This is an optimization exercise on Yosys and OpenROAD, whose aim is small area, a short achievable clock period and few clock cycles, not a production implementation. No functional check of the RTL was part of any run shown here. No activity file was given, so power comes from the tool's default toggle rates.

File: design/flow/run.sh
#!/bin/bash
# synth_recipe.tcl (not shown) runs the flow's synth.tcl, then flattens the netlist and writes it again
# the make line also repeats each setting of config.mk as NAME=value (left out here)
make -C /OpenROAD-flow-scripts/flow DESIGN_CONFIG=/design/flow/config.mk WORK_HOME=/design/flow/orfs CLKGATE_MAP_FILE= SYNTH_SCRIPT=/design/flow/synth_recipe.tcl finish
File: design/flow/constraint.sdc
create_clock -name core_clock -period 6.0 [get_ports {clk}]
set_input_delay 1.2000 -clock core_clock [delete_from_list [all_inputs] [get_ports {clk}]]
set_output_delay 1.2000 -clock core_clock [all_outputs]
set_load 0.01 [all_outputs]
File: design/flow/config.mk
export PLATFORM = sky130hd
export DESIGN_NAME = ww_enc
export DESIGN_NICKNAME = ww_enc
export VERILOG_FILES = /design/flow/design.v
export SDC_FILE = /design/flow/constraint.sdc
export NUM_CORES = 4
export LEC_CHECK = 0
export ABC_CLOCK_PERIOD_IN_PS = 2500
export CAP_MARGIN = 20
export CORE_MARGIN = 2
export CORE_UTILIZATION = 40
export SETUP_SLACK_MARGIN = 3.5
export SLEW_MARGIN = 20
export SYNTH_HIERARCHICAL = 1
export SYNTH_MEMORY_MAX_BITS = 16384
File: design/flow/design.v
module ww_asc_code (
    input  wire [6:0] sym,
    output reg  [3:0]  len,
    output reg  [10:0] code
);
    always @(*) begin
        case (sym)
            7'd0: begin len = 4'd11; code = 11'b11111111010; end
            7'd1: begin len = 4'd11; code = 11'b11111111011; end
            7'd2: begin len = 4'd11; code = 11'b11111111100; end
            7'd3: begin len = 4'd11; code = 11'b11111111101; end
            7'd4: begin len = 4'd11; code = 11'b11111111110; end
            7'd5: begin len = 4'd11; code = 11'b11111111111; end
            7'd6: begin len = 4'd10; code = 11'b11110000000; end
            7'd7: begin len = 4'd10; code = 11'b11110000010; end
            7'd8: begin len = 4'd10; code = 11'b11110000100; end
            7'd9: begin len = 4'd10; code = 11'b11110000110; end
            7'd10: begin len = 4'd10; code = 11'b11110001000; end
            7'd11: begin len = 4'd10; code = 11'b11110001010; end
            7'd12: begin len = 4'd10; code = 11'b11110001100; end
            7'd13: begin len = 4'd10; code = 11'b11110001110; end
            7'd14: begin len = 4'd10; code = 11'b11110010000; end
            7'd15: begin len = 4'd10; code = 11'b11110010010; end
            7'd16: begin len = 4'd10; code = 11'b11110010100; end
            7'd17: begin len = 4'd10; code = 11'b11110010110; end
            7'd18: begin len = 4'd10; code = 11'b11110011000; end
            7'd19: begin len = 4'd10; code = 11'b11110011010; end
            7'd20: begin len = 4'd10; code = 11'b11110011100; end
            7'd21: begin len = 4'd10; code = 11'b11110011110; end
            7'd22: begin len = 4'd10; code = 11'b11110100000; end
            7'd23: begin len = 4'd10; code = 11'b11110100010; end
            7'd24: begin len = 4'd10; code = 11'b11110100100; end
            7'd25: begin len = 4'd10; code = 11'b11110100110; end
            7'd26: begin len = 4'd10; code = 11'b11110101000; end
            7'd27: begin len = 4'd10; code = 11'b11110101010; end
            7'd28: begin len = 4'd10; code = 11'b11110101100; end
            7'd29: begin len = 4'd10; code = 11'b11110101110; end
            7'd30: begin len = 4'd10; code = 11'b11110110000; end
            7'd31: begin len = 4'd10; code = 11'b11110110010; end
            7'd32: begin len = 4'd10; code = 11'b11110110100; end
            7'd33: begin len = 4'd10; code = 11'b11110110110; end
            7'd34: begin len = 4'd10; code = 11'b11110111000; end
            7'd35: begin len = 4'd10; code = 11'b11110111010; end
            7'd36: begin len = 4'd10; code = 11'b11110111100; end
            7'd37: begin len = 4'd10; code = 11'b11110111110; end
            7'd38: begin len = 4'd10; code = 11'b11111000000; end
            7'd39: begin len = 4'd10; code = 11'b11111000010; end
            7'd40: begin len = 4'd10; code = 11'b11111000100; end
            7'd41: begin len = 4'd10; code = 11'b11111000110; end
            7'd42: begin len = 4'd10; code = 11'b11111001000; end
            7'd43: begin len = 4'd10; code = 11'b11111001010; end
            7'd44: begin len = 4'd10; code = 11'b11111001100; end
            7'd45: begin len = 4'd10; code = 11'b11111001110; end
            7'd46: begin len = 4'd10; code = 11'b11111010000; end
            7'd47: begin len = 4'd10; code = 11'b11111010010; end
            7'd48: begin len = 4'd7; code = 11'b11011100000; end
            7'd49: begin len = 4'd7; code = 11'b11011110000; end
            7'd50: begin len = 4'd7; code = 11'b11100000000; end
            7'd51: begin len = 4'd7; code = 11'b11100010000; end
            7'd52: begin len = 4'd7; code = 11'b11100100000; end
            7'd53: begin len = 4'd7; code = 11'b11100110000; end
            7'd54: begin len = 4'd7; code = 11'b11101000000; end
            7'd55: begin len = 4'd7; code = 11'b11101010000; end
            7'd56: begin len = 4'd7; code = 11'b11101100000; end
            7'd57: begin len = 4'd7; code = 11'b11101110000; end
            7'd58: begin len = 4'd10; code = 11'b11111010100; end
            7'd59: begin len = 4'd10; code = 11'b11111010110; end
            7'd60: begin len = 4'd10; code = 11'b11111011000; end
            7'd61: begin len = 4'd10; code = 11'b11111011010; end
            7'd62: begin len = 4'd10; code = 11'b11111011100; end
            7'd63: begin len = 4'd10; code = 11'b11111011110; end
            7'd64: begin len = 4'd10; code = 11'b11111100000; end
            7'd65: begin len = 4'd6; code = 11'b00011000000; end
            7'd66: begin len = 4'd6; code = 11'b00011100000; end
            7'd67: begin len = 4'd6; code = 11'b00100000000; end
            7'd68: begin len = 4'd6; code = 11'b00100100000; end
            7'd69: begin len = 4'd6; code = 11'b00101000000; end
            7'd70: begin len = 4'd6; code = 11'b00101100000; end
            7'd71: begin len = 4'd6; code = 11'b00110000000; end
            7'd72: begin len = 4'd6; code = 11'b00110100000; end
            7'd73: begin len = 4'd6; code = 11'b00111000000; end
            7'd74: begin len = 4'd6; code = 11'b00111100000; end
            7'd75: begin len = 4'd6; code = 11'b01000000000; end
            7'd76: begin len = 4'd6; code = 11'b01000100000; end
            7'd77: begin len = 4'd6; code = 11'b01001000000; end
            7'd78: begin len = 4'd6; code = 11'b01001100000; end
            7'd79: begin len = 4'd6; code = 11'b01010000000; end
            7'd80: begin len = 4'd6; code = 11'b01010100000; end
            7'd81: begin len = 4'd6; code = 11'b01011000000; end
            7'd82: begin len = 4'd6; code = 11'b01011100000; end
            7'd83: begin len = 4'd6; code = 11'b01100000000; end
            7'd84: begin len = 4'd6; code = 11'b01100100000; end
            7'd85: begin len = 4'd6; code = 11'b01101000000; end
            7'd86: begin len = 4'd6; code = 11'b01101100000; end
            7'd87: begin len = 4'd6; code = 11'b01110000000; end
            7'd88: begin len = 4'd6; code = 11'b01110100000; end
            7'd89: begin len = 4'd6; code = 11'b01111000000; end
            7'd90: begin len = 4'd6; code = 11'b01111100000; end
            7'd91: begin len = 4'd10; code = 11'b11111100010; end
            7'd92: begin len = 4'd10; code = 11'b11111100100; end
            7'd93: begin len = 4'd10; code = 11'b11111100110; end
            7'd94: begin len = 4'd10; code = 11'b11111101000; end
            7'd95: begin len = 4'd10; code = 11'b11111101010; end
            7'd96: begin len = 4'd10; code = 11'b11111101100; end
            7'd97: begin len = 4'd6; code = 11'b10000000000; end
            7'd98: begin len = 4'd6; code = 11'b10000100000; end
            7'd99: begin len = 4'd6; code = 11'b10001000000; end
            7'd100: begin len = 4'd6; code = 11'b10001100000; end
            7'd101: begin len = 4'd6; code = 11'b10010000000; end
            7'd102: begin len = 4'd6; code = 11'b10010100000; end
            7'd103: begin len = 4'd6; code = 11'b10011000000; end
            7'd104: begin len = 4'd6; code = 11'b10011100000; end
            7'd105: begin len = 4'd6; code = 11'b10100000000; end
            7'd106: begin len = 4'd6; code = 11'b10100100000; end
            7'd107: begin len = 4'd6; code = 11'b10101000000; end
            7'd108: begin len = 4'd6; code = 11'b10101100000; end
            7'd109: begin len = 4'd6; code = 11'b10110000000; end
            7'd110: begin len = 4'd6; code = 11'b10110100000; end
            7'd111: begin len = 4'd6; code = 11'b10111000000; end
            7'd112: begin len = 4'd6; code = 11'b10111100000; end
            7'd113: begin len = 4'd6; code = 11'b11000000000; end
            7'd114: begin len = 4'd6; code = 11'b11000100000; end
            7'd115: begin len = 4'd6; code = 11'b11001000000; end
            7'd116: begin len = 4'd6; code = 11'b11001100000; end
            7'd117: begin len = 4'd6; code = 11'b11010000000; end
            7'd118: begin len = 4'd6; code = 11'b11010100000; end
            7'd119: begin len = 4'd6; code = 11'b11011000000; end
            7'd120: begin len = 4'd5; code = 11'b00000000000; end
            7'd121: begin len = 4'd5; code = 11'b00001000000; end
            7'd122: begin len = 4'd5; code = 11'b00010000000; end
            7'd123: begin len = 4'd10; code = 11'b11111101110; end
            7'd124: begin len = 4'd10; code = 11'b11111110000; end
            7'd125: begin len = 4'd10; code = 11'b11111110010; end
            7'd126: begin len = 4'd10; code = 11'b11111110100; end
            7'd127: begin len = 4'd10; code = 11'b11111110110; end
            default: begin len = 4'd0; code = 11'd0; end
        endcase
    end
endmodule
module ww_fbc_code (
    input  wire [7:0] sym,
    output reg  [3:0]  len,
    output reg  [10:0] code
);
    always @(*) begin
        case (sym)
            8'd0: begin len = 4'd11; code = 11'b11110111110; end
            8'd1: begin len = 4'd11; code = 11'b11110111111; end
            8'd2: begin len = 4'd11; code = 11'b11111000000; end
            8'd3: begin len = 4'd11; code = 11'b11111000001; end
            8'd4: begin len = 4'd11; code = 11'b11111000010; end
            8'd5: begin len = 4'd11; code = 11'b11111000011; end
            8'd6: begin len = 4'd11; code = 11'b11111000100; end
            8'd7: begin len = 4'd11; code = 11'b11111000101; end
            8'd8: begin len = 4'd11; code = 11'b11111000110; end
            8'd9: begin len = 4'd11; code = 11'b11111000111; end
            8'd10: begin len = 4'd11; code = 11'b11111001000; end
            8'd11: begin len = 4'd11; code = 11'b11111001001; end
            8'd12: begin len = 4'd11; code = 11'b11111001010; end
            8'd13: begin len = 4'd11; code = 11'b11111001011; end
            8'd14: begin len = 4'd11; code = 11'b11111001100; end
            8'd15: begin len = 4'd11; code = 11'b11111001101; end
            8'd16: begin len = 4'd11; code = 11'b11111001110; end
            8'd17: begin len = 4'd11; code = 11'b11111001111; end
            8'd18: begin len = 4'd11; code = 11'b11111010000; end
            8'd19: begin len = 4'd11; code = 11'b11111010001; end
            8'd20: begin len = 4'd11; code = 11'b11111010010; end
            8'd21: begin len = 4'd11; code = 11'b11111010011; end
            8'd22: begin len = 4'd11; code = 11'b11111010100; end
            8'd23: begin len = 4'd11; code = 11'b11111010101; end
            8'd24: begin len = 4'd11; code = 11'b11111010110; end
            8'd25: begin len = 4'd11; code = 11'b11111010111; end
            8'd26: begin len = 4'd11; code = 11'b11111011000; end
            8'd27: begin len = 4'd11; code = 11'b11111011001; end
            8'd28: begin len = 4'd11; code = 11'b11111011010; end
            8'd29: begin len = 4'd11; code = 11'b11111011011; end
            8'd30: begin len = 4'd11; code = 11'b11111011100; end
            8'd31: begin len = 4'd11; code = 11'b11111011101; end
            8'd32: begin len = 4'd11; code = 11'b11111011110; end
            8'd33: begin len = 4'd11; code = 11'b11111011111; end
            8'd34: begin len = 4'd11; code = 11'b11111100000; end
            8'd35: begin len = 4'd11; code = 11'b11111100001; end
            8'd36: begin len = 4'd11; code = 11'b11111100010; end
            8'd37: begin len = 4'd11; code = 11'b11111100011; end
            8'd38: begin len = 4'd11; code = 11'b11111100100; end
            8'd39: begin len = 4'd11; code = 11'b11111100101; end
            8'd40: begin len = 4'd11; code = 11'b11111100110; end
            8'd41: begin len = 4'd11; code = 11'b11111100111; end
            8'd42: begin len = 4'd11; code = 11'b11111101000; end
            8'd43: begin len = 4'd11; code = 11'b11111101001; end
            8'd44: begin len = 4'd11; code = 11'b11111101010; end
            8'd45: begin len = 4'd11; code = 11'b11111101011; end
            8'd46: begin len = 4'd11; code = 11'b11111101100; end
            8'd47: begin len = 4'd11; code = 11'b11111101101; end
            8'd48: begin len = 4'd8; code = 11'b10011100000; end
            8'd49: begin len = 4'd8; code = 11'b10011101000; end
            8'd50: begin len = 4'd8; code = 11'b10011110000; end
            8'd51: begin len = 4'd8; code = 11'b10011111000; end
            8'd52: begin len = 4'd8; code = 11'b10100000000; end
            8'd53: begin len = 4'd8; code = 11'b10100001000; end
            8'd54: begin len = 4'd8; code = 11'b10100010000; end
            8'd55: begin len = 4'd8; code = 11'b10100011000; end
            8'd56: begin len = 4'd8; code = 11'b10100100000; end
            8'd57: begin len = 4'd8; code = 11'b10100101000; end
            8'd58: begin len = 4'd11; code = 11'b11111101110; end
            8'd59: begin len = 4'd11; code = 11'b11111101111; end
            8'd60: begin len = 4'd11; code = 11'b11111110000; end
            8'd61: begin len = 4'd11; code = 11'b11111110001; end
            8'd62: begin len = 4'd11; code = 11'b11111110010; end
            8'd63: begin len = 4'd11; code = 11'b11111110011; end
            8'd64: begin len = 4'd11; code = 11'b11111110100; end
            8'd65: begin len = 4'd7; code = 11'b01101000000; end
            8'd66: begin len = 4'd7; code = 11'b01101010000; end
            8'd67: begin len = 4'd7; code = 11'b01101100000; end
            8'd68: begin len = 4'd7; code = 11'b01101110000; end
            8'd69: begin len = 4'd7; code = 11'b01110000000; end
            8'd70: begin len = 4'd7; code = 11'b01110010000; end
            8'd71: begin len = 4'd7; code = 11'b01110100000; end
            8'd72: begin len = 4'd7; code = 11'b01110110000; end
            8'd73: begin len = 4'd7; code = 11'b01111000000; end
            8'd74: begin len = 4'd7; code = 11'b01111010000; end
            8'd75: begin len = 4'd7; code = 11'b01111100000; end
            8'd76: begin len = 4'd7; code = 11'b01111110000; end
            8'd77: begin len = 4'd7; code = 11'b10000000000; end
            8'd78: begin len = 4'd7; code = 11'b10000010000; end
            8'd79: begin len = 4'd7; code = 11'b10000100000; end
            8'd80: begin len = 4'd7; code = 11'b10000110000; end
            8'd81: begin len = 4'd7; code = 11'b10001000000; end
            8'd82: begin len = 4'd7; code = 11'b10001010000; end
            8'd83: begin len = 4'd7; code = 11'b10001100000; end
            8'd84: begin len = 4'd7; code = 11'b10001110000; end
            8'd85: begin len = 4'd7; code = 11'b10010000000; end
            8'd86: begin len = 4'd7; code = 11'b10010010000; end
            8'd87: begin len = 4'd7; code = 11'b10010100000; end
            8'd88: begin len = 4'd7; code = 11'b10010110000; end
            8'd89: begin len = 4'd7; code = 11'b10011000000; end
            8'd90: begin len = 4'd7; code = 11'b10011010000; end
            8'd91: begin len = 4'd11; code = 11'b11111110101; end
            8'd92: begin len = 4'd11; code = 11'b11111110110; end
            8'd93: begin len = 4'd11; code = 11'b11111110111; end
            8'd94: begin len = 4'd11; code = 11'b11111111000; end
            8'd95: begin len = 4'd11; code = 11'b11111111001; end
            8'd96: begin len = 4'd11; code = 11'b11111111010; end
            8'd97: begin len = 4'd6; code = 11'b00000000000; end
            8'd98: begin len = 4'd6; code = 11'b00000100000; end
            8'd99: begin len = 4'd6; code = 11'b00001000000; end
            8'd100: begin len = 4'd6; code = 11'b00001100000; end
            8'd101: begin len = 4'd6; code = 11'b00010000000; end
            8'd102: begin len = 4'd6; code = 11'b00010100000; end
            8'd103: begin len = 4'd6; code = 11'b00011000000; end
            8'd104: begin len = 4'd6; code = 11'b00011100000; end
            8'd105: begin len = 4'd6; code = 11'b00100000000; end
            8'd106: begin len = 4'd6; code = 11'b00100100000; end
            8'd107: begin len = 4'd6; code = 11'b00101000000; end
            8'd108: begin len = 4'd6; code = 11'b00101100000; end
            8'd109: begin len = 4'd6; code = 11'b00110000000; end
            8'd110: begin len = 4'd6; code = 11'b00110100000; end
            8'd111: begin len = 4'd6; code = 11'b00111000000; end
            8'd112: begin len = 4'd6; code = 11'b00111100000; end
            8'd113: begin len = 4'd6; code = 11'b01000000000; end
            8'd114: begin len = 4'd6; code = 11'b01000100000; end
            8'd115: begin len = 4'd6; code = 11'b01001000000; end
            8'd116: begin len = 4'd6; code = 11'b01001100000; end
            8'd117: begin len = 4'd6; code = 11'b01010000000; end
            8'd118: begin len = 4'd6; code = 11'b01010100000; end
            8'd119: begin len = 4'd6; code = 11'b01011000000; end
            8'd120: begin len = 4'd6; code = 11'b01011100000; end
            8'd121: begin len = 4'd6; code = 11'b01100000000; end
            8'd122: begin len = 4'd6; code = 11'b01100100000; end
            8'd123: begin len = 4'd11; code = 11'b11111111011; end
            8'd124: begin len = 4'd11; code = 11'b11111111100; end
            8'd125: begin len = 4'd11; code = 11'b11111111101; end
            8'd126: begin len = 4'd11; code = 11'b11111111110; end
            8'd127: begin len = 4'd11; code = 11'b11111111111; end
            8'd128: begin len = 4'd9; code = 11'b11001001000; end
            8'd129: begin len = 4'd9; code = 11'b11001001100; end
            8'd130: begin len = 4'd9; code = 11'b11001010000; end
            8'd131: begin len = 4'd9; code = 11'b11001010100; end
            8'd132: begin len = 4'd9; code = 11'b11001011000; end
            8'd133: begin len = 4'd9; code = 11'b11001011100; end
            8'd134: begin len = 4'd9; code = 11'b11001100000; end
            8'd135: begin len = 4'd9; code = 11'b11001100100; end
            8'd136: begin len = 4'd9; code = 11'b11001101000; end
            8'd137: begin len = 4'd9; code = 11'b11001101100; end
            8'd138: begin len = 4'd9; code = 11'b11001110000; end
            8'd139: begin len = 4'd9; code = 11'b11001110100; end
            8'd140: begin len = 4'd9; code = 11'b11001111000; end
            8'd141: begin len = 4'd9; code = 11'b11001111100; end
            8'd142: begin len = 4'd9; code = 11'b11010000000; end
            8'd143: begin len = 4'd9; code = 11'b11010000100; end
            8'd144: begin len = 4'd9; code = 11'b11010001000; end
            8'd145: begin len = 4'd9; code = 11'b11010001100; end
            8'd146: begin len = 4'd9; code = 11'b11010010000; end
            8'd147: begin len = 4'd9; code = 11'b11010010100; end
            8'd148: begin len = 4'd9; code = 11'b11010011000; end
            8'd149: begin len = 4'd9; code = 11'b11010011100; end
            8'd150: begin len = 4'd9; code = 11'b11010100000; end
            8'd151: begin len = 4'd9; code = 11'b11010100100; end
            8'd152: begin len = 4'd9; code = 11'b11010101000; end
            8'd153: begin len = 4'd9; code = 11'b11010101100; end
            8'd154: begin len = 4'd9; code = 11'b11010110000; end
            8'd155: begin len = 4'd9; code = 11'b11010110100; end
            8'd156: begin len = 4'd9; code = 11'b11010111000; end
            8'd157: begin len = 4'd9; code = 11'b11010111100; end
            8'd158: begin len = 4'd9; code = 11'b11011000000; end
            8'd159: begin len = 4'd9; code = 11'b11011000100; end
            8'd160: begin len = 4'd9; code = 11'b11011001000; end
            8'd161: begin len = 4'd9; code = 11'b11011001100; end
            8'd162: begin len = 4'd9; code = 11'b11011010000; end
            8'd163: begin len = 4'd9; code = 11'b11011010100; end
            8'd164: begin len = 4'd9; code = 11'b11011011000; end
            8'd165: begin len = 4'd9; code = 11'b11011011100; end
            8'd166: begin len = 4'd9; code = 11'b11011100000; end
            8'd167: begin len = 4'd9; code = 11'b11011100100; end
            8'd168: begin len = 4'd9; code = 11'b11011101000; end
            8'd169: begin len = 4'd9; code = 11'b11011101100; end
            8'd170: begin len = 4'd9; code = 11'b11011110000; end
            8'd171: begin len = 4'd9; code = 11'b11011110100; end
            8'd172: begin len = 4'd9; code = 11'b11011111000; end
            8'd173: begin len = 4'd9; code = 11'b11011111100; end
            8'd174: begin len = 4'd9; code = 11'b11100000000; end
            8'd175: begin len = 4'd9; code = 11'b11100000100; end
            8'd176: begin len = 4'd9; code = 11'b11100001000; end
            8'd177: begin len = 4'd9; code = 11'b11100001100; end
            8'd178: begin len = 4'd9; code = 11'b11100010000; end
            8'd179: begin len = 4'd9; code = 11'b11100010100; end
            8'd180: begin len = 4'd9; code = 11'b11100011000; end
            8'd181: begin len = 4'd9; code = 11'b11100011100; end
            8'd182: begin len = 4'd9; code = 11'b11100100000; end
            8'd183: begin len = 4'd9; code = 11'b11100100100; end
            8'd184: begin len = 4'd9; code = 11'b11100101000; end
            8'd185: begin len = 4'd9; code = 11'b11100101100; end
            8'd186: begin len = 4'd9; code = 11'b11100110000; end
            8'd187: begin len = 4'd9; code = 11'b11100110100; end
            8'd188: begin len = 4'd9; code = 11'b11100111000; end
            8'd189: begin len = 4'd9; code = 11'b11100111100; end
            8'd190: begin len = 4'd9; code = 11'b11101000000; end
            8'd191: begin len = 4'd9; code = 11'b11101000100; end
            8'd192: begin len = 4'd9; code = 11'b11101001000; end
            8'd193: begin len = 4'd9; code = 11'b11101001100; end
            8'd194: begin len = 4'd9; code = 11'b11101010000; end
            8'd195: begin len = 4'd9; code = 11'b11101010100; end
            8'd196: begin len = 4'd9; code = 11'b11101011000; end
            8'd197: begin len = 4'd9; code = 11'b11101011100; end
            8'd198: begin len = 4'd9; code = 11'b11101100000; end
            8'd199: begin len = 4'd9; code = 11'b11101100100; end
            8'd200: begin len = 4'd9; code = 11'b11101101000; end
            8'd201: begin len = 4'd9; code = 11'b11101101100; end
            8'd202: begin len = 4'd9; code = 11'b11101110000; end
            8'd203: begin len = 4'd9; code = 11'b11101110100; end
            8'd204: begin len = 4'd9; code = 11'b11101111000; end
            8'd205: begin len = 4'd9; code = 11'b11101111100; end
            8'd206: begin len = 4'd9; code = 11'b11110000000; end
            8'd207: begin len = 4'd9; code = 11'b11110000100; end
            8'd208: begin len = 4'd9; code = 11'b11110001000; end
            8'd209: begin len = 4'd9; code = 11'b11110001100; end
            8'd210: begin len = 4'd9; code = 11'b11110010000; end
            8'd211: begin len = 4'd9; code = 11'b11110010100; end
            8'd212: begin len = 4'd9; code = 11'b11110011000; end
            8'd213: begin len = 4'd9; code = 11'b11110011100; end
            8'd214: begin len = 4'd9; code = 11'b11110100000; end
            8'd215: begin len = 4'd9; code = 11'b11110100100; end
            8'd216: begin len = 4'd9; code = 11'b11110101000; end
            8'd217: begin len = 4'd9; code = 11'b11110101100; end
            8'd218: begin len = 4'd9; code = 11'b11110110000; end
            8'd219: begin len = 4'd9; code = 11'b11110110100; end
            8'd220: begin len = 4'd9; code = 11'b11110111000; end
            8'd221: begin len = 4'd8; code = 11'b10100110000; end
            8'd222: begin len = 4'd8; code = 11'b10100111000; end
            8'd223: begin len = 4'd8; code = 11'b10101000000; end
            8'd224: begin len = 4'd8; code = 11'b10101001000; end
            8'd225: begin len = 4'd8; code = 11'b10101010000; end
            8'd226: begin len = 4'd8; code = 11'b10101011000; end
            8'd227: begin len = 4'd8; code = 11'b10101100000; end
            8'd228: begin len = 4'd8; code = 11'b10101101000; end
            8'd229: begin len = 4'd8; code = 11'b10101110000; end
            8'd230: begin len = 4'd8; code = 11'b10101111000; end
            8'd231: begin len = 4'd8; code = 11'b10110000000; end
            8'd232: begin len = 4'd8; code = 11'b10110001000; end
            8'd233: begin len = 4'd8; code = 11'b10110010000; end
            8'd234: begin len = 4'd8; code = 11'b10110011000; end
            8'd235: begin len = 4'd8; code = 11'b10110100000; end
            8'd236: begin len = 4'd8; code = 11'b10110101000; end
            8'd237: begin len = 4'd8; code = 11'b10110110000; end
            8'd238: begin len = 4'd8; code = 11'b10110111000; end
            8'd239: begin len = 4'd8; code = 11'b10111000000; end
            8'd240: begin len = 4'd8; code = 11'b10111001000; end
            8'd241: begin len = 4'd8; code = 11'b10111010000; end
            8'd242: begin len = 4'd8; code = 11'b10111011000; end
            8'd243: begin len = 4'd8; code = 11'b10111100000; end
            8'd244: begin len = 4'd8; code = 11'b10111101000; end
            8'd245: begin len = 4'd8; code = 11'b10111110000; end
            8'd246: begin len = 4'd8; code = 11'b10111111000; end
            8'd247: begin len = 4'd8; code = 11'b11000000000; end
            8'd248: begin len = 4'd8; code = 11'b11000001000; end
            8'd249: begin len = 4'd8; code = 11'b11000010000; end
            8'd250: begin len = 4'd8; code = 11'b11000011000; end
            8'd251: begin len = 4'd8; code = 11'b11000100000; end
            8'd252: begin len = 4'd8; code = 11'b11000101000; end
            8'd253: begin len = 4'd8; code = 11'b11000110000; end
            8'd254: begin len = 4'd8; code = 11'b11000111000; end
            8'd255: begin len = 4'd8; code = 11'b11001000000; end
            default: begin len = 4'd0; code = 11'd0; end
        endcase
    end
endmodule
module ww_enc #(
    parameter W = 34               
) (
    input  wire        clk,
    input  wire        rst,
    input  wire        in_valid,
    output wire        in_ready,
    input  wire [2:0]  in_op,
    input  wire        in_end,
    input  wire [31:0] in_data,
    output wire        out_valid,
    input  wire        out_ready,
    output wire [7:0]  out_data
);
    localparam [2:0] OP_ASCII = 3'd0,
                     OP_UTF8  = 3'd1,
                     OP_RAW   = 3'd2,
                     OP_SYM   = 3'd3,
                     OP_ALIGN = 3'd4;
    reg         r_v;
    reg  [2:0]  r_op;
    reg         r_end;
    reg  [31:0] r_d;
    reg         r_hi, r_mid, r_lo;  
    reg         r_part;            
    reg         in_value;          
    reg         x_v;
    reg  [21:0] x_chunk;           
    reg  [4:0]  x_len;             
    reg         x_wait;            
    reg  [W-1:0] q;
    reg  [5:0]   n;
    reg  [5:0]   m;
    wire first = !in_value;
    wire [3:0]  asc_len;
    wire [10:0] asc_code;
    wire [3:0]  fbc_len;
    wire [10:0] fbc_code;
    ww_asc_code u_asc (.sym(r_d[6:0]), .len(asc_len), .code(asc_code));
    ww_fbc_code u_fbc (.sym(r_d[7:0]), .len(fbc_len), .code(fbc_code));
    wire is_asc = (r_op == OP_ASCII);
    wire is_utf = (r_op == OP_UTF8);
    wire is_raw = (r_op == OP_RAW);
    wire is_sym = (r_op == OP_SYM);
    wire is_aln = r_op[2];
    reg  [3:0]  b_len;
    reg  [10:0] b_code;
    always @(*) begin
        b_len  = 4'd0;
        b_code = 11'd0;
        if (is_asc) begin
            if (r_end) begin
                b_len = 4'd10; b_code = 11'b11111111000;
            end else if (!r_d[7]) begin
                b_len = asc_len; b_code = asc_code;
            end
        end else if (is_utf) begin
            if (r_end) begin
                b_len = 4'd10; b_code = 11'b11110111100;
            end else begin
                b_len = fbc_len; b_code = fbc_code;
            end
        end else if (is_raw) begin
            if (r_end || r_d[7:0] != 8'd0) begin
                b_len = 4'd8; b_code = {r_d[7:0], 3'b000};
            end
        end
    end
    reg  [1:0]  t_len;
    reg  [2:0]  t_code;
    always @(*) begin
        t_len  = 2'd0;
        t_code = 3'b000;
        if (first) begin
            if (is_asc)      begin t_len = 2'd1; t_code = 3'b000; end
            else if (is_utf) begin t_len = 2'd2; t_code = 3'b100; end
            else if (is_raw) begin t_len = 2'd3; t_code = 3'b110; end
        end
    end
    wire [13:0] t_chunk = {t_code, 11'd0} | ({b_code, 3'd0} >> t_len);
    wire v_hi  = r_hi;
    wire v_mid = r_mid;
    wire v_lo  = r_lo;
    reg  [21:0] s_chunk;
    reg  [4:0]  s_len;
    always @(*) begin
        if (r_part) begin
            s_chunk = {r_d[15:0], 6'd0};            s_len = 5'd16;
        end else if (v_hi) begin
            s_chunk = {6'b111111, r_d[31:16]};      s_len = 5'd22;
        end else if (v_mid) begin
            s_chunk = {6'b111110, r_d[15:0]};       s_len = 5'd22;
        end else if (v_lo) begin
            s_chunk = {5'b11110, r_d[7:0], 9'd0};   s_len = 5'd13;
        end else begin
            s_chunk = {4'b1110, r_d[3:0], 14'd0};   s_len = 5'd8;
        end
    end
    wire last = !(is_sym && v_hi && !r_part);
    wire [2:0]  a_len = 3'd0 - m[2:0];
    wire [21:0] chunk = is_sym ? s_chunk : is_aln ? 22'd0 : {t_chunk, 8'd0};
    wire [4:0]  clen  = is_sym ? s_len : is_aln ? {2'd0, a_len}
                                       : {1'b0, b_len} + {3'd0, t_len};
    wire ov = (n >= 6'd8);
    wire [5:0] rn;                 
    wire [5:0] rs;                 
    assign rn = {m <= W - 22, m <= W - 16, m <= W - 13, m <= W - 11, m <= W - 8, m <= W - 7};
    assign rs = {m <= W - 14, m <= W - 8,  m <= W - 5,  m <= W - 3,  m <= W,     m <= W + 1};
    wire [5:0] rc = ov ? rs : rn;
    wire c_int22 = is_sym && !r_part && (v_hi || v_mid);
    wire c_int16 = is_sym && r_part;
    wire c_int13 = is_sym && !r_part && !v_hi && !v_mid && v_lo;
    wire c_int8  = is_sym && !r_part && !v_hi && !v_mid && !v_lo;
    wire c_aln   = is_aln;
    wire c_txt13 = !is_sym && !is_aln && first;
    wire c_txt11 = !is_sym && !is_aln && !first;
    wire room_now = (c_int22 & rn[5]) | (c_int16 & rn[4]) | ((c_int13 | c_txt13) & rn[3]) |
                    (c_txt11 & rn[2]) | (c_int8 & rn[1]) | (c_aln & rn[0]);
    wire room     = (c_int22 & rc[5]) | (c_int16 & rc[4]) | ((c_int13 | c_txt13) & rc[3]) |
                    (c_txt11 & rc[2]) | (c_int8 & rc[1]) | (c_aln & rc[0]);
    wire adv   = r_v && !x_wait && room;
    wire r_go  = adv && last;
    assign in_ready = !r_v || r_go;
    wire pop = ov && out_ready;
    assign out_valid = ov;
    assign out_data  = q[W-1:W-8];
    wire [W-1:0] q_ins = x_wait ? q : (q | ({x_chunk, {(W-22){1'b0}}} >> n));
    wire [5:0]   n_ins = x_wait ? n : (n + {1'b0, x_len});
    wire [5:0]   m_adv = adv ? (m + {1'b0, clen}) : m;
    always @(posedge clk) begin
        if (in_ready) begin
            r_op  <= in_op;
            r_end <= in_end;
            r_d   <= in_data;
            r_hi  <= |in_data[31:16];
            r_mid <= |in_data[15:8];
            r_lo  <= |in_data[7:4];
        end
        if (rst) begin
            r_v      <= 1'b0;
            r_part   <= 1'b0;
            in_value <= 1'b0;
            x_v      <= 1'b0;
            x_chunk  <= 22'd0;
            x_len    <= 5'd0;
            x_wait   <= 1'b0;
            n        <= 6'd0;
            m        <= 6'd0;
            q        <= {W{1'b0}};
        end else begin
            if (in_ready)
                r_v <= in_valid;
            if (adv)
                r_part <= !last;
            if (r_go && !r_op[2] && r_op != OP_SYM)
                in_value <= !r_end;
            if (!x_wait) begin
                x_v     <= adv;
                x_chunk <= adv ? chunk : 22'd0;
                x_len   <= adv ? clen : 5'd0;
                x_wait  <= adv && !room_now && !out_ready;
            end else begin
                x_wait  <= !pop;
            end
            m <= {m_adv[5:3] - {2'd0, pop}, m_adv[2:0]};
            n <= {n_ins[5:3] - {2'd0, pop}, n_ins[2:0]};
            q <= pop ? {q_ins[W-9:0], 8'd0} : q_ins;
        end
    end
endmodule
==> summary.txt, run 1 <==
Synthesis
  – Syn Inst Count: 1163
  – EDFF count, synth: 39
  – Top post-synthesis cells by area: dfxtp_1 (16%), edfxtp_1 (12%), ha_1 (6.1%)
  – Syn_nets: 1251
  – Area leader, netlist: dfxtp_1
  – Number of synthesized register bits: 116
  – Cell variety after synth: 91
  – Post-synth top area share: 16.3%
  – Post-synthesis sequential area ratio: 28.7%
  – Synth Flop Type: dfxtp_1
  – Synth warn: 9
  – Netlist Area Pre-Place: 9460 sq um
  – Fraction of registers with async set/reset: 0%
  – Syn_area_per_cell: slightly above 8 sq um

GRT
  – Largest net degree at the start of global routing: 51
  – Number of global-route vias before repair: 9089
  – GRT Residual Overflow: 0
  – Global-route wire length before repair: around 50000 microns
  – Initial antenna violation count: 0
  – Gr usage total: between 20% and 30%

Pwr
  – P_leak: 4.80 nW
  – Power per cell area: 353 nW/um^2
  – Worst VDD drop: roughly 0.13 mV

Route
  – # DRC: 0
  – Routed WL per cell: 20.6 microns
  – Router iterations before antenna repair: 6
  – Via Count: 9991
  – First DRT Iteration DRCs: about 1300
  – Vias per cell: roughly 6.2
  – Post-route ant nets: 0
  – Routed WL: about 33000 microns

STA
  – Least-Margin Pin Slew: 720 ps
  – Max Freq: 231 MHz
  – Tcrit/Tclk final: just over 70%
  – Slew Limit Fails: 0
  – Setup TNS: 0 ps
  – Worst setup margin: roughly 1700 ps
  – Fin crit period: 4320 ps
  – Final setup viols: 0
  – RSZ-0062 raised after global routing: true
  – Final Hold Violating Endpoints: 0
  – Slew HR: around 52%
  – Final Skew: 15.5 ps

Place
  – Place WS: 947 ps
  – Post-DP HPWL: about 22000 microns
  – GP Congestion: 0.964
  – IO Port Bufs: 49

Clocking
  – Clock Latency Late Sink: 420 ps
  – CTS tree: built
  – CTS root buf: clkbuf_16
  – Total CTS buffers: 17
  – Sink Count: 116
  – Clk pin slew, worst setup/hold paths: ~60 ps
  – Clk buf depth: 2
  – # H-tree levels: 4

Setup path
  – Reg2Reg Setup Slack: 1680 ps
  – Crit Path Class: reg2reg
  – CP Capture Type: register
  – CP arrival: 4660 ps
  – Required time of the worst setup path: around 6300 ps
  – Peak fanout along the critical path: 4
  – Worst Setup Start Kind: register

Floorplan
  – Starting Density: between 40 and 50%
  – # IOs: 50
  – Die Height: 158 microns
  – Core ar.: approximately 23000 sq um
  – Die area: 24900 sq um
  – DIE WIDTH: 158 microns
  – Row count: between 50 and 60

Finish
  – Commonest non-fill, non-tap cell in the layout: nand2_1
  – Share of layout cells above drive strength 1: 26.7%
  – Area grow syn2layout: 31.0%
  – Most frequent cells in the layout: nand2_1 (110), nor2_1 (107), buf_4 (93), a21oi_1 (88), dfxtp_1 (67)
  – Reg area: 2740 sq um
  – Fillers: 2154
  – Diode count: 0
  – Multi-input gate area in the final layout: 6710 sq um
  – Layout net count: 1358

Min path
  – HP Class: reg2reg

Run status
  – Outcome: no timing/DRC/antenna violations

Flow run
  – Max_cap viols: 0
[final cells by class]
| class | instances | share of cell area, % |
|---|---|---|
| multi-input cells | 908 | 54.2 |
| clock inverters | 14 | 0.990 |
| clock buffers | 18 | 3.55 |
| flip-flops and latches | 116 | 22.1 |
| inverters | 44 | 1.68 |
| well taps | 319 | 3.22 |
| repair buffers | 183 | 14.3 |
[report_power, final]
part           leakage [nW]  total, mW  switching (mW)  internal (mW)
combinational          3.49       2.24            1.29          0.954
sequential             1.03       1.14           0.153          0.989
clock                 0.272      0.985           0.402          0.584
total                  4.80       4.37            1.84           2.53
[stage by stage]
| stage | power [mW] | std cells | util, % | hold slack (ps) | area (sq um) |
|---|---|---|---|---|---|
| final | 4.37 | 1602 | 53.1 | 460 | 12400 |
| after detailed placement | 2.88 | 1464 | 43.8 | 448 | 10200 |
| after global routing | 4.60 | 1602 | 53.1 | 489 | 12400 |
| after floorplan | 2.42 | 1163 | - | 424 | 9600 |
| after global placement | 2.89 | 1464 | 43.8 | 443 | 10200 |
| after CTS | 4.10 | 1558 | 49.8 | 462 | 11600 |
[Yosys stat by module (local to each module, per instance)]
| module | cells | area (sq um) | flip-flops and latches |
|---|---|---|---|
| ww_asc_code | 141 | 907 | 0 |
| ww_enc | 853 | 7440 | 116 |
| ww_fbc_code | 169 | 1100 | 0 |
[synth_stat cells, types with 9 or more instances]
cell        n
nor2b_1    21
nor4_1     10
ha_1       46
nand3_1    23
o21ai_2     9
and2_1     11
buf_2      25
o211ai_1    9
mux2i_1    25
a21o_1      9
o22ai_1    20
o21ai_0    63
dfxtp_1    77
mux2_2     10
mux4_2     17
a31oi_1    17
nor2_1    115
nand2_1   115
a221oi_1   12
a211oi_1   32
a21oi_1   102
buf_4      15
clkbuf_1   45
edfxtp_1   39
nand2b_1   20
inv_1      39
a22o_1     13
nor3_1     34
a22oi_1    20
[flip-flops by register name (all words and copies together) (netlist names), 3 cells and up]
name,cells
n,6
r_d,32
r_op,3
x_chunk,22
m,6
x_len,5
q,34
[what timing repair did]
action	in CTS	in global routing
pin swaps	22	36
buffers inserted	59	41
hold buffers	0	0
gates resized for setup	97	110
endpoints found under the setup margin	91	96
cloned	3	3
[logic make-up after synthesis]
family / Yosys count / share of synthesized area [%]
fa+ha+maj: 48 / 6.51
buf+inv: 140 / 6.74
compound gates: 398 / 28.7
mux: 52 / 7.89
flops: 116 / 28.7
xor+xnor: 14 / 1.30
simple gates: 395 / 20.2
[layer usage]
layer	global-route usage (%)	up-vias	share of wire, %
met5	0	-	0
met4	7.32	0	2.2
met3	5.28	63	8.3
met2	38.7	532	45
met1	36.9	4823	45
li1	-	4573	-
[critical path, stage by stage, from the launching register on]
cell and delay [ps]:
edfxtp_1 500, inv_2 140, ha_4 150, or3b_4 400
o22ai_4 180, a21oi_2 80, nor2_2 100, a22o_1 190
ha_4 160, ha_4 190, a222oi_1 220, buf_4 200
inv_4 40, ha_4 220, a21o_1 160, a21oi_2 160
xnor2_1 130, mux2i_1 90, ha_2 200, ha_4 150
xor2_1 140, or3_1 320, a21oi_1 120
[final timing paths]
check / end / cells after the start / from
setup / recovery: m[5] / 22 / r_d[0]
hold / removal: q[7] / 2 / q[7]
setup reg to reg: m[5] / 22 / r_d[0]
hold reg to reg: q[7] / 2 / q[7]
==> inputs of run 2 (changes only) <==
--- a/design/flow/config.mk
+++ b/design/flow/config.mk
@@ -5,7 +5,7 @@
 export SDC_FILE = /design/flow/constraint.sdc
 export NUM_CORES = 4
 export LEC_CHECK = 0
-export ABC_CLOCK_PERIOD_IN_PS = 2500
+export ABC_AREA = 1
 export CAP_MARGIN = 20
 export CORE_MARGIN = 2
 export CORE_UTILIZATION = 40
==> run 2 against run 1 <==
  * Still clean
  * Area after synthesis up 2.1%
  * Maximum frequency rose by 2.8%
  * Wire length increased by 1.7%
  * Clock-buffer cell count rose by 3
  * Register-to-register slack gained 120 ps
  * Worst setup slack improved by 120 ps
  * First-iteration DRC count down 15%
  * Combinational power down 7%
  * Clock skew grew 2.0 ps
  * Clock power up 6%
  * Synthesized cell count increased by 30%
  * Flip-flop and latch count unchanged
  * Critical endpoint unchanged
  * Largest cell class unchanged
  * Highest routed layer unchanged
==> summary.txt, run 2 <==
Setup path
  – Worst Setup Start Kind: register
  – Reg-to-Reg Start: r_d[1]
  – CP startpoint: r_d[1]
  – Worst stage delay on the critical path: 480 ps (-20 ps)
  – R2R cell count: 29 (+32%)
  – CP dominant cell by count: ha_4
  – CP max-delay cell: edfxtp_1
  – Crit Path Class: reg2reg
  – Peak fanout along the critical path: 4 (unchanged)
  – CP arrival: 4480 ps (-180 ps)
  – CP Capture Type: register
  – Required time of the worst setup path: 6270 ps (-70 ps)

Place
  – IO Port Bufs: 49 (unchanged)
  – GP Congestion: 0.970 (+0.64%)
  – Post-DP HPWL: 22800 microns (+3.6%)

Floorplan
  – # IOs: 50 (unchanged)
  – Row count: 56 (unchanged)
  – Starting Density: 40.9% (+0.35 points)
  – Core ar.: 23600 sq um (+1.2%)
  – Die area: 25400 sq um (+2.0%)
  – DIE WIDTH: 159 microns (+1.0%)
  – Die Height: 159 microns (+1.0%)

Synthesis
  – Post-synthesis sequential area ratio: 28.1% (-0.58 points)
  – Syn Inst Count: 1512 (+30%)
  – Count leader, synth: nand2_1
  – Synth warn: 9 (unchanged)
  – Area leader, netlist: nand2_1
  – Netlist Area Pre-Place: 9650 sq um (+2.1%)
  – Syn_nets: 1600 (+28%)
  – Synth Flop Type: dfxtp_1
  – Number of synthesized register bits: 116 (unchanged)
  – Syn_area_per_cell: 6.38 sq um (-21%)
  – Synth cell count leaders: nand2_1 (491), inv_1 (133), o21ai_0 (131), nand3_1 (127), nor2_1 (101)
  – Cell variety after synth: 59 (-35%)
  – EDFF count, synth: 39 (unchanged)
  – Fraction of registers with async set/reset: 0% (unchanged)
  – Top post-synthesis cells by area: nand2_1 (19%), dfxtp_1 (16%), edfxtp_1 (12%)
  – Post-synth top area share: 19.1% (+2.8 points)

GRT
  – GRT Residual Overflow: 0 (unchanged)
  – Largest net degree at the start of global routing: 43 (-16%)
  – Initial antenna violation count: 0 (unchanged)
  – Number of global-route vias before repair: 10003 (+10%)
  – Global-route wire length before repair: 52500 microns (+4.6%)
  – Gr usage total: 25.6% (-0.082 points)

Finish
  – Diode count: 0 (unchanged)
  – Largest Register: q
  – Fillers: 2352 (+9.2%)
  – Most frequent cells in the layout: nand2_1 (469), inv_1 (115), o21ai_0 (114), nand3_1 (106), nor2_1 (90)
  – Commonest non-fill, non-tap cell in the layout: nand2_1
  – Largest registers: q x34, r_d x32, x_chunk x22
  – Share of layout cells above drive strength 1: 20.5% (-6.1 points)
  – Layout net count: 1698 (+25%)
  – Max reg flops: 34 (unchanged)
  – Area grow syn2layout: 28.5%

Route
  – Routed WL: 33600 microns (+1.7%)
  – Via Count: 10638 (+6.5%)
  – # DRC: 0 (unchanged)
  – First DRT Iteration DRCs: 1072 (-15%)
  – Routed WL per cell: 17.3 microns (-16%)
  – Router iterations before antenna repair: 7 (+1)
  – Post-route ant nets: 0 (unchanged)
  – Vias per cell: 5.48 (-12%)

STA
  – Final Skew: 17.5 ps (+1.96 ps)
  – Slew HR: 38.7% (-13 points)
  – Tcrit/Tclk final: 70.1% (-1.9 points)
  – Final Hold Violating Endpoints: 0 (unchanged)
  – Least-Margin Pin Slew: 920 ps (+200 ps)
  – Final setup viols: 0 (unchanged)
  – RSZ-0062 raised after global routing: true
  – Fin crit period: 4200 ps (-117 ps)
  – Setup TNS: 0 ps (unchanged)
  – Max Freq: 238 MHz (+2.8%)
  – Slew Limit Fails: 0 (unchanged)

Pwr
  – Total power: 4.22 mW (-3.5%)
  – Worst VDD drop: 0.187 mV (+38%)
  – P_leak: 5.45 nW (+14%)
  – Power per cell area: 340 nW/um^2 (-3.6%)

Clocking
  – CTS root buf: clkbuf_16
  – Clk buf depth: 2 (unchanged)
  – # H-tree levels: 4 (unchanged)
  – Clk pin slew, worst setup/hold paths: 60 ps (about the same)
  – Sink Count: 116 (unchanged)
  – CTS tree: built
  – Clock Latency Late Sink: 430 ps (about the same)
  – Total CTS buffers: 17 (unchanged)

Run status
  – Outcome: no timing/DRC/antenna violations

Min path
  – HP Class: reg2reg
  – Hold Crit Start: q[0]
  – Hold path depth: 2 (unchanged)

Flow run
  – Max_cap viols: 0 (unchanged)
==> run 2: cell types whose count changed after synthesis, sizes merged, moves of 20 or more <==
cell | previous run | this run
a211oi | 32 | 1
nand2 | 116 | 500
nor2b | 21 | 0
inv | 40 | 146
nand3 | 23 | 138
mux2i | 25 | 4
nand2b | 20 | 0
nor3 | 35 | 6
o21ai | 74 | 154
==> run 2: cells by family after synthesis <==
group,Yosys count,share of synthesized area (%)
AOI/OAI and AO/OA,319,18.8
xor gates and xnor gates,8,0.726
adders and majority gates,48,6.38
buffers and inverters,224,10.2
DFF,116,28.1
muxes,4,0.415
and+or+nand+nor,793,35.4
==> run 2: critical path, delay by kind of cell, from the launching register on <==
| family | cells | cell delay, ps |
|---|---|---|
| fa+ha+maj | 6 | 1100 |
| compound gates | 8 | 1100 |
| buf+inv | 6 | 530 |
| simple gates | 7 | 490 |
| flops | 1 | 480 |
| xor+xnor | 2 | 340 |
==> run 2: worst paths after layout <==
kind / endpoint / slack (ps)
max: m[5] / 1800
min: q[0] / 470
max reg2reg: m[5] / 1800
min reg2reg: q[0] / 470
==> run 2: per-module statistics from Yosys (local to each module, per instance) <==
module,cells,flip-flops and latches,area [sq um]
ww_enc,1111,116,7590
ww_fbc_code,227,0,1160
ww_asc_code,174,0,897
==> run 2: per-stage QoR <==
stage / std cells / util [%] / area (sq um) / setup WS [ps] / hold WS (ps)
2_1_floorplan: 1512 / - / 9760 / 1900 / 436
4_1_cts: 1921 / 50.3 / 11900 / 1880 / 464
3_3_place_gp: 1822 / 43.8 / 10300 / 1520 / 446
5_1_grt: 1942 / 52.5 / 12400 / 1590 / 479
6_report: 1942 / 52.5 / 12400 / 1800 / 467
3_5_place_dp: 1822 / 43.8 / 10300 / 1430 / 456
==> run 2: per-layer routing <==
metal  up-vias  GRT usage, %  wire [microns]
met5         -             0               0
met2       480          41.4           15200
met1      4845          34.8           15200
met3        95          4.45            2290
li1       5218             -               -
met4         0          7.98             878
==> run 2: layout make-up <==
| cell class | count | area, sq um | share of cell area, % |
|---|---|---|---|
| clock buffers | 21 | 472 | 3.80 |
| clock inverters | 11 | 126 | 1.02 |
| inverters | 152 | 617 | 4.97 |
| multi-input cells | 1174 | 6660 | 53.7 |
| flip-flops and latches | 116 | 2730 | 22.0 |
| well taps | 319 | 399 | 3.22 |
| repair buffers | 148 | 1400 | 11.3 |
| repair inverters | 1 | 5.00 | 0.0403 |
==> run 2: timing repair <==
item | CTS | global route
gates resized for setup | 97 | 101
setup buffers | 62 | 21
cloned | 5 | 0
endpoints found under the setup margin | 119 | 97
pin swaps | 30 | 50
hold buffers | 0 | 0
==> run 2: power breakdown <==
| group | switching [mW] | internal (mW) |
|---|---|---|
| combinational | 1.32 | 0.756 |
| sequential | 0.134 | 0.970 |
| clock | 0.392 | 0.648 |
| total | 1.85 | 2.37 |
==> inputs of run 3 (changes only) <==
--- a/design/flow/design.v
+++ b/design/flow/design.v
@@ -405,7 +405,7 @@
     end
 endmodule
 module ww_enc #(
-    parameter W = 34               
+    parameter W = 38               
 ) (
     input  wire        clk,
     input  wire        rst,
@@ -428,15 +428,20 @@
     reg         r_end;
     reg  [31:0] r_d;
     reg         r_hi, r_mid, r_lo;  
-    reg         r_part;            
+    reg  [6:0]  r_c;
+    wire        r_part = r_c[5];   
     reg         in_value;          
     reg         x_v;
     reg  [21:0] x_chunk;           
     reg  [4:0]  x_len;             
     reg         x_wait;            
+    reg  [4:0]  x_lmax;            
     reg  [W-1:0] q;
     reg  [5:0]   n;
     reg  [5:0]   m;
+    reg          ov;               
+    reg  [5:0]   rn;               
+    reg  [5:0]   rs;               
     wire first = !in_value;
     wire [3:0]  asc_len;
     wire [10:0] asc_code;
@@ -502,24 +507,23 @@
             s_chunk = {4'b1110, r_d[3:0], 14'd0};   s_len = 5'd8;
         end
     end
-    wire last = !(is_sym && v_hi && !r_part);
-    wire [2:0]  a_len = 3'd0 - m[2:0];
+    wire last = !(r_c[6] && v_hi);
+    wire [2:0]  n_x   = n[2:0] + (x_v ? x_len[2:0] : 3'd0);
+    wire [2:0]  a_len = 3'd0 - n_x;
     wire [21:0] chunk = is_sym ? s_chunk : is_aln ? 22'd0 : {t_chunk, 8'd0};
     wire [4:0]  clen  = is_sym ? s_len : is_aln ? {2'd0, a_len}
                                        : {1'b0, b_len} + {3'd0, t_len};
-    wire ov = (n >= 6'd8);
-    wire [5:0] rn;                 
-    wire [5:0] rs;                 
-    assign rn = {m <= W - 22, m <= W - 16, m <= W - 13, m <= W - 11, m <= W - 8, m <= W - 7};
-    assign rs = {m <= W - 14, m <= W - 8,  m <= W - 5,  m <= W - 3,  m <= W,     m <= W + 1};
     wire [5:0] rc = ov ? rs : rn;
-    wire c_int22 = is_sym && !r_part && (v_hi || v_mid);
-    wire c_int16 = is_sym && r_part;
-    wire c_int13 = is_sym && !r_part && !v_hi && !v_mid && v_lo;
-    wire c_int8  = is_sym && !r_part && !v_hi && !v_mid && !v_lo;
-    wire c_aln   = is_aln;
-    wire c_txt13 = !is_sym && !is_aln && first;
-    wire c_txt11 = !is_sym && !is_aln && !first;
+    wire c_int22 = r_c[6];
+    wire c_int16 = r_c[5];
+    wire c_int13 = r_c[4];
+    wire c_int8  = r_c[3];
+    wire c_aln   = r_c[2];
+    wire c_txt13 = r_c[1];
+    wire c_txt11 = r_c[0];
+    wire [4:0] lmax = ({5{c_int22}} & 5'd22) | ({5{c_int16}} & 5'd16) |
+                      ({5{c_int13 | c_txt13}} & 5'd13) | ({5{c_txt11}} & 5'd11) |
+                      ({5{c_int8}} & 5'd8) | ({5{c_aln}} & 5'd7);
     wire room_now = (c_int22 & rn[5]) | (c_int16 & rn[4]) | ((c_int13 | c_txt13) & rn[3]) |
                     (c_txt11 & rn[2]) | (c_int8 & rn[1]) | (c_aln & rn[0]);
     wire room     = (c_int22 & rc[5]) | (c_int16 & rc[4]) | ((c_int13 | c_txt13) & rc[3]) |
@@ -527,12 +531,26 @@
     wire adv   = r_v && !x_wait && room;
     wire r_go  = adv && last;
     assign in_ready = !r_v || r_go;
+    wire        in_value_nx = (r_go && !r_op[2] && r_op != OP_SYM) ? !r_end : in_value;
+    wire        in_hi  = |in_data[31:16];
+    wire        in_mid = |in_data[15:8];
+    wire        in_lo  = |in_data[7:4];
+    wire [6:0]  in_c = (in_op == OP_SYM) ? {in_hi | in_mid, 1'b0, !in_hi && !in_mid && in_lo,
+                                            !in_hi && !in_mid && !in_lo, 3'b000} :
+                       in_op[2]          ? 7'b0000100 :
+                       in_value_nx       ? 7'b0000001 : 7'b0000010;
     wire pop = ov && out_ready;
     assign out_valid = ov;
     assign out_data  = q[W-1:W-8];
-    wire [W-1:0] q_ins = x_wait ? q : (q | ({x_chunk, {(W-22){1'b0}}} >> n));
-    wire [5:0]   n_ins = x_wait ? n : (n + {1'b0, x_len});
-    wire [5:0]   m_adv = adv ? (m + {1'b0, clen}) : m;
+    wire         x_in  = x_v && !x_wait;    
+    wire [21:0]  x_bits = x_in ? x_chunk : 22'd0;
+    wire [W-1:0] q_ins = q | ({x_bits, {(W-22){1'b0}}} >> n);
+    wire [5:0]   n_ins = n + (x_in ? {1'b0, x_len} : 6'd0);
+    wire [5:0]   m_a   = n_ins + {1'b0, lmax};
+    wire [5:0]   m_b   = n + (x_wait ? {1'b0, x_lmax} : x_v ? {1'b0, x_len} : 6'd0);
+    wire [5:0]   m_adv = adv ? m_a : m_b;
+    wire [5:0]   m_nx  = {m_adv[5:3] - {2'd0, pop}, m_adv[2:0]};
+    wire [5:0]   n_nx  = {n_ins[5:3] - {2'd0, pop}, n_ins[2:0]};
     always @(posedge clk) begin
         if (in_ready) begin
             r_op  <= in_op;
@@ -542,34 +560,43 @@
             r_mid <= |in_data[15:8];
             r_lo  <= |in_data[7:4];
         end
+        if (in_ready)
+            r_c <= in_c;
+        else if (adv)
+            r_c <= 7'b0100000;         
         if (rst) begin
             r_v      <= 1'b0;
-            r_part   <= 1'b0;
             in_value <= 1'b0;
             x_v      <= 1'b0;
-            x_chunk  <= 22'd0;
-            x_len    <= 5'd0;
+            ov       <= 1'b0;
+            rn       <= 6'b111111;
+            rs       <= 6'b111111;
             x_wait   <= 1'b0;
+            x_lmax   <= 5'd0;
             n        <= 6'd0;
             m        <= 6'd0;
             q        <= {W{1'b0}};
         end else begin
             if (in_ready)
                 r_v <= in_valid;
-            if (adv)
-                r_part <= !last;
             if (r_go && !r_op[2] && r_op != OP_SYM)
                 in_value <= !r_end;
             if (!x_wait) begin
                 x_v     <= adv;
-                x_chunk <= adv ? chunk : 22'd0;
-                x_len   <= adv ? clen : 5'd0;
+                x_chunk <= chunk;
+                x_len   <= clen;
+                x_lmax  <= lmax;
                 x_wait  <= adv && !room_now && !out_ready;
             end else begin
                 x_wait  <= !pop;
             end
-            m <= {m_adv[5:3] - {2'd0, pop}, m_adv[2:0]};
-            n <= {n_ins[5:3] - {2'd0, pop}, n_ins[2:0]};
+            m  <= m_nx;
+            n  <= n_nx;
+            ov <= (n_nx >= 6'd8);
+            rn <= {m_nx <= W - 22, m_nx <= W - 16, m_nx <= W - 13,
+                   m_nx <= W - 11, m_nx <= W - 8,  m_nx <= W - 7};
+            rs <= {m_nx <= W - 14, m_nx <= W - 8,  m_nx <= W - 5,
+                   m_nx <= W - 3,  m_nx <= W,      m_nx <= W + 1};
             q <= pop ? {q_ins[W-9:0], 8'd0} : q_ins;
         end
     end
--- a/design/flow/config.mk
+++ b/design/flow/config.mk
@@ -5,7 +5,7 @@
 export SDC_FILE = /design/flow/constraint.sdc
 export NUM_CORES = 4
 export LEC_CHECK = 0
-export ABC_AREA = 1
+export ABC_CLOCK_PERIOD_IN_PS = 2500
 export CAP_MARGIN = 20
 export CORE_MARGIN = 2
 export CORE_UTILIZATION = 40
==> run 3 against run 2 <==
  * Still clean
  * Area after synthesis rose by 15%
  * Critical path type is now reg2out
  * Global-route usage is 0.64 points lower
  * Register-to-register slack better by 870 ps
  * Design area up 15%
  * Wire length rose by 7.9%
  * Clock-buffer cell count decreased by 2
  * Critical endpoint is now in_ready
  * First-iteration DRC count decreased by 7.5%
  * Clock power hardly changed
  * Total power grew 7.3%
  * Sequential share of layout area increased by 2.6 points
  * Critical path depth is 22 lower
  * Synthesized cell count decreased by 15%
==> summary.txt, run 3 <==
Setup path
  – CP dominant cell by count: nand2_8
  – Peak fanout along the critical path: 2 (-2)
  – Reg2Reg Setup Slack: 2670 ps (+870 ps)
  – CP arrival: 2140 ps (-2340 ps)
  – CP max-delay cell: a222oi_1
  – Reg-to-Reg Start: x_len[0]
  – Required time of the worst setup path: 4800 ps (-1470 ps)
  – R2R cell count: 17 (-41%)
  – CP Cell Sequence: a222oi_1 > nand4b_1 > buf_4 > o211a_4 > nand2_8 > nand2_8 > buf_6
  – CP Capture Type: output pin
  – Worst stage delay on the critical path: 460 ps (-20 ps)
  – Worst Setup Start Kind: register
  – Crit Path Class: reg2out
  – Worst r2r dst: rs[4]

STA
  – Max Freq: 299 MHz (+26%)
  – Final setup viols: 0 (unchanged)
  – Final Skew: 16.5 ps (-0.958 ps)
  – Worst setup margin: 2660 ps (+862 ps)
  – Slew Limit Fails: 0 (unchanged)
  – Final Hold Violating Endpoints: 0 (unchanged)
  – Fin crit period: 3340 ps (-862 ps)
  – Slew HR: 35.0% (-3.7 points)
  – Least-Margin Pin Slew: 968 ps (+47.9 ps)
  – Setup TNS: 0 ps (unchanged)
  – RSZ-0062 raised after global routing: true
  – Tcrit/Tclk final: 55.7% (-14 points)

Run status
  – Outcome: no timing/DRC/antenna violations

Clocking
  – Total CTS buffers: 17 (unchanged)
  – Clk pin slew, worst setup/hold paths: 70 ps (about the same)
  – Sink Count: 138 (+19%)
  – Clk buf depth: 2 (unchanged)
  – Clock Latency Late Sink: 430 ps (about the same)
  – CTS root buf: clkbuf_16
  – # H-tree levels: 4 (unchanged)
  – CTS tree: built

Pwr
  – Seq pwr share: 29.0% (+2.9 points)
  – P_leak: 5.29 nW (-3.0%)
  – Sw frac: 40.6% (-3.1 points)
  – Total power: 4.53 mW (+7.3%)
  – P_int: 2.69 mW (+13%)
  – Power per cell area: 317 nW/um^2 (-6.7%)
  – Sw Pwr: 1.84 mW (-0.41%)
  – Clk pwr share: 22.6% (-2.0 points)
  – Worst VDD drop: 0.219 mV (+17%)
  – Combinational Power Share: 48.4% (-0.8 points)

Synthesis
  – Syn_area_per_cell: 8.59 sq um (+34%)
  – Cell variety after synth: 95 (+61%)
  – Fraction of registers with async set/reset: 0% (unchanged)
  – Number of synthesized register bits: 138 (+19%)
  – Post-synthesis sequential area ratio: 31.5% (+3.4 points)
  – Count leader, synth: nor2_1
  – Area leader, netlist: edfxtp_1
  – Synth warn: 9 (unchanged)
  – Syn Inst Count: 1292 (-15%)
  – Post-synth top area share: 19.8% (+0.67 points)
  – Top post-synthesis cells by area: edfxtp_1 (20%), dfxtp_1 (12%), ha_1 (5.5%)
  – Synth Flop Type: edfxtp_1
  – Synth cell count leaders: nor2_1 (119), a21oi_1 (93), nand2_1 (90), edfxtp_1 (73), o21ai_0 (72)
  – Netlist Area Pre-Place: 11100 sq um (+15%)
  – EDFF count, synth: 73 (+87%)
  – Syn_nets: 1385 (-13%)

Route
  – Via Count: 10867 (+2.2%)
  – Routed WL: 36300 microns (+7.9%)
  – First DRT Iteration DRCs: 992 (-7.5%)
  – Vias per cell: 6.17 (+13%)
  – Post-route ant nets: 0 (unchanged)
  – Routed WL per cell: 20.6 microns (+19%)
  – Router iterations before antenna repair: 6 (-1)
  – # DRC: 0 (unchanged)

Flow run
  – Max_cap viols: 0 (unchanged)

Finish
  – Diode count: 0 (unchanged)
  – Fillers: 2453 (+4.3%)
  – Layout net count: 1470 (-13%)
  – Area grow syn2layout: 28.7%
  – Most frequent cells in the layout: nor2_1 (109), buf_4 (94), nand2_1 (79), a21oi_1 (78), edfxtp_1 (73)
  – Largest registers: q x38, r_d x32, x_chunk x22
  – Commonest non-fill, non-tap cell in the layout: nor2_1
  – Fin area: 14300 sq um (+15%)
  – Largest Register: q
  – Max reg flops: 38 (+12%)
  – Final core occ: 52.7% (+0.13 points)
  – Multi-input gate area in the final layout: 7910 sq um (+19%)
  – Reg area: 3510 sq um (+29%)
  – Share of layout cells above drive strength 1: 27.1% (+6.6 points)

Min path
  – HP Class: reg2reg
  – Hold Crit Start: q[0]
  – Hold Path Sink: q[0]
  – Hold path depth: 2 (unchanged)

GRT
  – Gr usage total: 24.9% (-0.64 points)
  – Largest net degree at the start of global routing: 59 (+37%)
  – GRT Residual Overflow: 0 (unchanged)
  – Global-route wire length before repair: 57000 microns (+8.6%)
  – Number of global-route vias before repair: 10189 (+1.9%)
  – Initial antenna violation count: 0 (unchanged)

Place
  – IO Port Bufs: 49 (unchanged)
  – GP Congestion: 0.930 (-4.2%)
  – Post-DP HPWL: 22800 microns (about the same)
  – Placed Area: 11900 sq um (+15%)
  – Place WS: 1600 ps (+169 ps)

Floorplan
  – # IOs: 50 (unchanged)
  – Die Height: 171 microns (+7.0%)
  – Row count: 60 (+7.1%)
  – DIE WIDTH: 171 microns (+7.0%)
  – Core ar.: 27100 sq um (+15%)
  – Die area: 29100 sq um (+15%)
  – Starting Density: 40.9% (+0.053 points)
## run 3: changes by cell type in the layout (fill, tap and decap cells not counted), moves of 24 or more
cell / delta
o21ai_0: -64
nand2_1: -390
inv_1: -87
nand3_1: -85
mux2i_1: +45
nand3_2: -24
edfxtp_1: +34
nor3_1: +42
a211oi_1: +36
## run 3: what timing repair did
| action | CTS | global route |
|---|---|---|
| pin swaps | 61 | 47 |
| cloned | 7 | 0 |
| gates resized for setup | 145 | 82 |
| setup buffers | 64 | 32 |
| hold buffers | 0 | 0 |
| endpoints found under the setup margin | 80 | 77 |
## run 3: cells by family after synthesis
group / after synthesis / share of synthesized area, %
xor+xnor: 16 / 1.26
flops: 138 / 31.5
simple gates: 432 / 19.8
mux: 79 / 8.51
buf+inv: 151 / 6.15
compound gates: 422 / 26.4
fa+ha+maj: 54 / 6.34
## run 3: power groups by stage
stage          Combinational [mW]  Clock [mW]  Sequential (mW)
2_1_floorplan                1.35           0             1.28
3_3_place_gp                 1.67           0             1.35
3_5_place_dp                 1.69           0             1.34
4_1_cts                      1.99        1.04             1.31
5_1_grt                      2.35        1.08             1.33
6_report                     2.19        1.03             1.31
## run 3: cell type report
type                       instances  area share [%]
multi-input combinational       1006            55.4
clock buffer                      19            3.03
inverter                          43            1.45
clock inverter                    13           0.824
tap                              372            3.26
sequential                       138            24.6
timing repair buffer             171            11.4
## run 3: worst max path at each step
stage | from | to | slack, ps | depth (start not counted)
2_1_floorplan | x_wait | rn[2] | 2580 | 18
3_3_place_gp | x_v | rn[0] | 1680 | 14
3_5_place_dp | x_v | rn[0] | 1600 | 14
4_1_cts | x_len[0] | rn[3] | 2620 | 16
5_1_grt | x_len[0] | rs[4] | 2530 | 17
6_report | r_c[5] | in_ready | 2660 | 7
## run 3: modules after synthesis, one instance, submodules excluded
module / flops+latches / cells inside
ww_fbc_code: 0 / 171
ww_asc_code: 0 / 146
ww_enc: 138 / 975
## run 3: critical path, delay by kind of cell, from the launching register on
family	cells	cell delay, ps
AO/OA/AOI/OAI	2	620
buffers and inverters	2	320
flip-flops	1	410
AND/OR/NAND/NOR	3	350
## run 3: metal layers
metal / vias to the layer above / share of wire, % / global-route usage, %
met5: - / 0 / 0
met4: 0 / 3.0 / 8.25
met3: 88 / 6.9 / 4.63
met2: 475 / 46 / 40.0
met1: 5209 / 44 / 33.9
li1: 5095 / - / -
## run 3: per-stage QoR
| stage | instances | hold slack (ps) |
|---|---|---|
| 2_1_floorplan | 1292 | 428 |
| 4_1_cts | 1730 | 471 |
| 5_1_grt | 1762 | 496 |
| 3_3_place_gp | 1627 | 446 |
| 3_5_place_dp | 1627 | 456 |
| 6_report | 1762 | 467 |

## static timing again, ports no longer ideal
The results above use ideal ports. As a check the final layouts listed here were re-extracted and re-timed, cells and wires unchanged.
Step 1 assumes that a clkbuf_16 drives the clock port and a buf_2 every other input.
Step 2 moves the port delays by t, midway between the first and last clock arrival at a register: inputs arrive t later, outputs are due t later. That takes back most of the time a late clock gives input paths.
Slacks: ideal ports / drivers / drivers and shift; pairs: ideal ports / drivers.
run | t (ns) | slack for setup (ns) | worst slew at a driven data input, ns
run 1 | 0.457 | 1.679 / 1.679 / 1.679 | 0.04
run 2 | 0.469 | 1.795 / 1.795 / 1.795 | 0.04
run 3 | 0.474 | 2.657 / 2.609 / 2.537 | 0.03
After both steps every run listed still meets setup and hold. The setup slack of run 3, which loses most, moves by -0.048 ns with the drivers and by -0.120 ns with both steps.
